This design comes from an exercise in tuning for small area, a short achievable clock period and few clock cycles per item on the open sky130 flow, not from production work. Only simulation tests tie the RTL to the original design; equivalence was not proved. Power and IR drop assume default switching activity.

==> design.v <==
module ghost_mask (
    input  wire       clk,
    input  wire       rst,         
    input  wire       in_valid,
    output wire       in_ready,
    input  wire [7:0] in_cyc,
    input  wire       in_last,     
    input  wire [1:0] in_wsel,     
    input  wire [4:0] in_cols,     
    input  wire [7:0] in_tol,      
    output wire       out_valid,
    input  wire       out_ready,
    output wire       out_mask,
    output wire       out_last     
);
    localparam integer MAXW = 32;
    localparam integer NLB  = 6;    
    reg [7:0] lb [1:NLB][0:MAXW-1];
    reg [7:0] hmax [0:NLB-1];
    reg [7:0] hmin [0:NLB-1];
    reg       hval [0:NLB-1];
    reg [5:0] col;         
    reg [2:0] pass;        
    reg [1:0] vpass;       
    reg       last_seen;   
    reg [1:0] h_r;
    reg [4:0] wm1_r;
    reg [7:0] tol_r;
    reg       out_valid_r;
    reg       out_mask_r;
    reg       out_last_r;
    wire       frame_start = (col == 6'd0) && (pass == 3'd0) && (vpass == 2'd0);
    wire [1:0] h   = frame_start ? in_wsel : h_r;
    wire [4:0] wm1 = frame_start ? in_cols : wm1_r;
    wire [7:0] tol = frame_start ? in_tol  : tol_r;
    wire [5:0] w   = {1'b0, wm1} + 6'd1;
    wire real_pix  = (vpass == 2'd0) && (col < w);   
    wire out_free  = !out_valid_r || out_ready;
    assign in_ready = real_pix && out_free;
    wire tick = out_free && (real_pix ? in_valid : 1'b1);
    wire pass_end = (col == w - 6'd1 + {4'd0, h});
    wire row_last = real_pix ? in_last : last_seen;    
    wire frame_end = pass_end &&
                     ((h == 2'd0) ? row_last : (vpass == h));
    wire [4:0] cidx = col[4:0];
    reg  [7:0] vmax, vmin;
    reg        vval;
    integer k;
    always @(*) begin
        vval = 1'b0;
        vmax = 8'd0;
        vmin = 8'd255;
        if (real_pix) begin
            vval = 1'b1;
            vmax = in_cyc;
            vmin = in_cyc;
        end
        if (col < w) begin
            for (k = 1; k <= NLB; k = k + 1) begin
                if (k <= 2 * h && k <= pass && k >= vpass) begin
                    vval = 1'b1;
                    if (lb[k][cidx] > vmax) vmax = lb[k][cidx];
                    if (lb[k][cidx] < vmin) vmin = lb[k][cidx];
                end
            end
        end
    end
    reg [7:0] wmax, wmin;
    reg       mask;
    integer j;
    always @(*) begin
        wmax = vval ? vmax : 8'd0;
        wmin = vval ? vmin : 8'd255;
        for (j = 0; j < NLB; j = j + 1) begin
            if (j < 2 * h && j < col && hval[j]) begin
                if (hmax[j] > wmax) wmax = hmax[j];
                if (hmin[j] < wmin) wmin = hmin[j];
            end
        end
        mask = (wmax - wmin) > tol;
    end
    wire emit = tick && (pass >= {1'b0, h}) && (col >= {4'd0, h});
    integer a, b;
    always @(posedge clk) begin
        if (rst) begin
            col         <= 6'd0;
            pass        <= 3'd0;
            vpass       <= 2'd0;
            last_seen   <= 1'b0;
            h_r         <= 2'd0;
            wm1_r       <= 5'd0;
            tol_r       <= 8'd0;
            out_valid_r <= 1'b0;
            out_mask_r  <= 1'b0;
            out_last_r  <= 1'b0;
        end else begin
            if (tick) begin
                if (frame_start) begin
                    h_r   <= in_wsel;
                    wm1_r <= in_cols;
                    tol_r <= in_tol;
                end
                if (col < w) begin
                    lb[1][cidx] <= real_pix ? in_cyc : 8'd0;
                    for (a = 2; a <= NLB; a = a + 1)
                        lb[a][cidx] <= lb[a - 1][cidx];
                end
                hmax[0] <= vmax;
                hmin[0] <= vmin;
                hval[0] <= vval;
                for (b = 1; b < NLB; b = b + 1) begin
                    hmax[b] <= hmax[b - 1];
                    hmin[b] <= hmin[b - 1];
                    hval[b] <= hval[b - 1];
                end
                if (real_pix && in_last)
                    last_seen <= 1'b1;
                if (frame_end) begin
                    col       <= 6'd0;
                    pass      <= 3'd0;
                    vpass     <= 2'd0;
                    last_seen <= 1'b0;
                end else if (pass_end) begin
                    col <= 6'd0;
                    if (pass != 3'd7)
                        pass <= pass + 3'd1;
                    if (row_last || vpass != 2'd0)
                        vpass <= vpass + 2'd1;
                end else begin
                    col <= col + 6'd1;
                end
            end
            if (emit) begin
                out_valid_r <= 1'b1;
                out_mask_r  <= mask;
                out_last_r  <= frame_end;
            end else if (out_ready) begin
                out_valid_r <= 1'b0;
            end
        end
    end
    assign out_valid = out_valid_r;
    assign out_mask  = out_mask_r;
    assign out_last  = out_last_r;
endmodule
==> run.sh <==
#!/bin/bash
# synth_recipe.tcl (not shown) runs the flow's synth.tcl, then flattens the netlist and writes it again
# the make line also repeats each setting of config.mk as NAME=value (left out here)
make -C /OpenROAD-flow-scripts/flow DESIGN_CONFIG=/design/flow/config.mk WORK_HOME=/design/flow/orfs CLKGATE_MAP_FILE= SYNTH_SCRIPT=/design/flow/synth_recipe.tcl finish
==> config.mk <==
export PLATFORM = sky130hd
export DESIGN_NAME = ghost_mask
export DESIGN_NICKNAME = ghost_mask
export VERILOG_FILES = /design/flow/design.v
export SDC_FILE = /design/flow/constraint.sdc
export NUM_CORES = 4
export LEC_CHECK = 0
export CAP_MARGIN = 20
export CORE_MARGIN = 2
export CORE_UTILIZATION = 40
export SLEW_MARGIN = 20
==> constraint.sdc <==
create_clock -name core_clock -period 30.0 [get_ports {clk}]
set_input_delay 6.0000 -clock core_clock [delete_from_list [all_inputs] [get_ports {clk}]]
set_output_delay 6.0000 -clock core_clock [all_outputs]
set_load 0.01 [all_outputs]
==> flow_summary.ini <==
[floorplanning]
die_w_um = 426.6
core_area_um2 = 178000
io_pins = 32
initial_core_util_pct = 40.13
dieArea_um2 = 182000
die_h_um = 426.6
core.rowCount = 155

[clock_network]
root_buffer = clkbuf_16
cts.sinks = 1673
hold_buffers = 0
path_clk_slew_ns = 0.06
htreeDepth = 4
cts_tree = built
numCtsBuffers = 171
clockBufferDepth = 3
clk_latency_ns = 0.83

[sta]
fmax_ghz = 0.03432
rsz0062_at_grt = yes
finalSetupViolCount = 0
tns_ns = 0
period_minus_slack_ns = 29.14
maxSlewViolCount = 0
relSlewSlack_pct = 25.90
whs_ns = 0.4320
worst_pin_slew_ns = 1.104
fin_ws_ns = 0.8628
fin_crit_sh_pct = 97.12
hold_viol_final = 0
finalClockSkew_ns = 0.03916

[min_path]
hp-start = hval[1]
hp-class = reg -> reg

[detailed_routing]
drt_first_pass_iters = 5
post_drt_wl_per_cell_um = 27.50
drc = 0
totalWireLength_mm = 190.3
ant_nets = 0
first_iter_violations = 4341
vias = 39030
routed_via_density = 5.642

[synth]
synthAdderAreaFrac_pct = 3.695
synth-async-reset-ratio_pct = 0
synthMuxAreaShare_pct = 16.63
synth_common_cells = edfxtp_1, mux4_2, nand2_1
ys_ff_latch = 1673
synth_top_area_share_pct = 68.84
synth_edf_count = 1638
synth_area_leader_cell = edfxtp_1
synth-main-ff-cell = edfxtp_1
synth.most_common_cell = edfxtp_1
syn_area_um2 = 71450
synth_warnings = 4
syn-num-nets = 4081
synth-simple-area-share_pct = 3.903
netlist_instances = 3845
seq_area_frac_synth_pct = 69.82
synth_cell_types = 94
synth_top_family_by_area = multiplexers
synth_xor_area_share_pct = 0.3537
avgSynthCellArea_um2 = 18.58
ys_top_cells_by_area = edfxtp_1, mux4_2, ha_1
synth_compound_area_share_pct = 3.889

[global_routing]
busiest_layer = met2
antenna_found_initial = 8
met1_usage_pct = 28.52
grtUsageMet3_pct = 4.184
grt_pass1_wl_mm = 271.6
grt.total_usage_pct = 20.77
grt_pass1_vias = 39320
grt_overflow_total = 0
grt_start_max_net_pins = 83
grt.met2_usage_pct = 33.47

[critical_path]
crit_buf_inv = 17
start_kind = input port
cp.arrival_ns = 29.86
required_ns = 30.72
cp_max_fo = 6
startpoint = in_cols[1]
slowest_delay_ns = 0.46
end_kind = flip-flop
timing.critical_path.slowest_stage_cell = a222oi_1
worstSetupPathType = in -> reg
critPathMostFrequentCell = a21oi_2
critPathTopFamily = compound AO/OA/AOI/OAI gates

[placement]
dp_slack_ns = -1.178
place_inst = 6545
port_buffers = 31
dpl.hpwl_mm = 106.1
gp_congestion = 0.8374

[run]
cap_viol_max_count = 0

[power_and_ir_drop]
peakVddDrop_v = 0.00006141
p_leak_uw = 0.02850
p_per_area_nw_per_um2 = 102.1

[cells_and_area]
syn_to_final_growth_pct = 19.26
drive_gt1_share_pct = 33.55
fin_nets = 4665
final_cells = 6918

[run_status]
status = finished clean
-- state kept, by name, indices dropped and copies added, names as in the netlist, 3 cells and up, named ones only --
| register | cells |
|---|---|
| pass | 3 |
| hmin | 48 |
| lb | 1536 |
| tol_r | 8 |
| col | 6 |
| hval | 6 |
| wm1_r | 5 |
| hmax | 48 |
-- path summary, 6_finish.rpt --
kind / to / depth (start not counted) / slack (ns)
min reg2reg: hval[2] / 0 / 0.43
max reg2reg: out_mask_r / 136 / 4.14
min: hval[2] / 0 / 0.43
max: out_mask_r / 145 / 0.86
-- cell type report --
class,count,area (µm²)
clock buffer,223,4496
timing repair buffer,569,4516
sequential,1673,49910
antenna,6,15.01
clock inverter,78,948.4
fill,14820,92820
inverter,146,549.3
multi-input combinational,1868,21830
tap,2355,2947
-- cell usage in the layout, fill, tap and decap left out, drive strengths merged, types with 5 or more instances in the layout --
| cell type | synthesis | routed |
|---|---|---|
| a211o | 7 | 7 |
| a211oi | 28 | 28 |
| a21o | 48 | 48 |
| a21oi | 125 | 125 |
| a22oi | 16 | 16 |
| a31o | 7 | 7 |
| a31oi | 15 | 15 |
| and2 | 14 | 14 |
| and3 | 22 | 22 |
| buf | 78 | 536 |
| bufinv | 0 | 14 |
| clkbuf | 80 | 227 |
| clkdlybuf4s50 | 0 | 28 |
| clkinv | 1 | 57 |
| dfxtp | 35 | 35 |
| diode | 0 | 6 |
| edfxtp | 1638 | 1638 |
| ha | 206 | 206 |
| inv | 145 | 150 |
| mux2 | 37 | 37 |
| mux2i | 108 | 108 |
| mux4 | 461 | 461 |
| nand2 | 232 | 232 |
| nand2b | 20 | 20 |
| nand3 | 37 | 37 |
| nand4 | 34 | 34 |
| nor2 | 164 | 164 |
| nor2b | 16 | 16 |
| nor3 | 13 | 13 |
| nor3b | 5 | 5 |
| nor4 | 5 | 5 |
| o21a | 22 | 22 |
| o21ai | 93 | 93 |
| o21bai | 6 | 6 |
| o31ai | 8 | 8 |
| or2 | 7 | 7 |
| or3 | 6 | 6 |
| xnor2 | 19 | 19 |
| xor2 | 9 | 9 |
-- worst register-to-register path, delay by kind of cell, from the launching register on --
kind	cells	cell delay, ns
AO/OA/AOI/OAI	59	9.68
AND/OR/NAND/NOR	36	4.56
adder cells (fa/ha/maj)	15	4.09
multiplexers	11	3.47
buffers and inverters	14	3.19
flip-flops	1	0.55
XOR/XNOR	1	0.19
-- metal layers --
metal	vias to the layer above	share of wire (%)	wire, µm
met1	20480	42	79780
met3	278	7.2	13680
met5	-	0	0
li1	16840	-	-
met2	1428	48	91610
met4	0	2.7	5201
-- stage by stage --
stage / cell area, µm² / utilization, % / total power (µW)
2_1_floorplan: 71760 / - / 5198
4_1_cts: 83790 / 47.07 / 8523
3_3_place_gp: 78090 / 43.87 / 6349
6_report: 85210 / 47.86 / 8701
5_1_grt: 85210 / 47.86 / 9163
3_5_place_dp: 78110 / 43.87 / 6404
-- what timing repair did --
item | CTS | global route
pin swaps | 21 | 141
setup endpoints to repair | 1 | 1
buffers inserted | 11 | 52
gates resized for setup | 34 | 209
-- where the power goes --
group | internal, µW | switching [µW] | total [µW]
registers | 3100 | 78.1 | 3180
logic | 1560 | 1880 | 3440
clock network | 1180 | 900 | 2080
total | 5840 | 2860 | 8700
-- logic make-up after synthesis --
logic type	Yosys count
buffers and inverters	304
XOR/XNOR	28
adder cells (fa/ha/maj)	210
AO/OA/AOI/OAI	425
flip-flops	1673
multiplexers	606
AND/OR/NAND/NOR	599
Testbench counts, summed over its fixed seeds: cycles 37,149, items 32,428.

afterwards: timing with drivers on the ports:
Ports are ideal in the flow. The routed layout listed here was re-timed in OpenROAD. Step 1 sets driving cells, clkbuf_16 on the clock port and buf_2 on the other inputs (assumed; they add their load-dependent delay and slew). Step 2 times the ports against the registers' clock, not the clock port: input delays grow and output delays shrink by t, the midpoint of the rising clock arrivals with the driver on. Slacks: ideal ports / drivers / drivers and shift; pairs: ideal ports / drivers.
t (ns): 0.885
setup WS [ns]: 0.863 / 0.919 / 0.034
worst setup path after step 2: input to register
After both steps setup and hold are still met in this run. For this run, drivers alone change the setup slack by +0.056 ns; drivers and shift together by -0.829 ns.
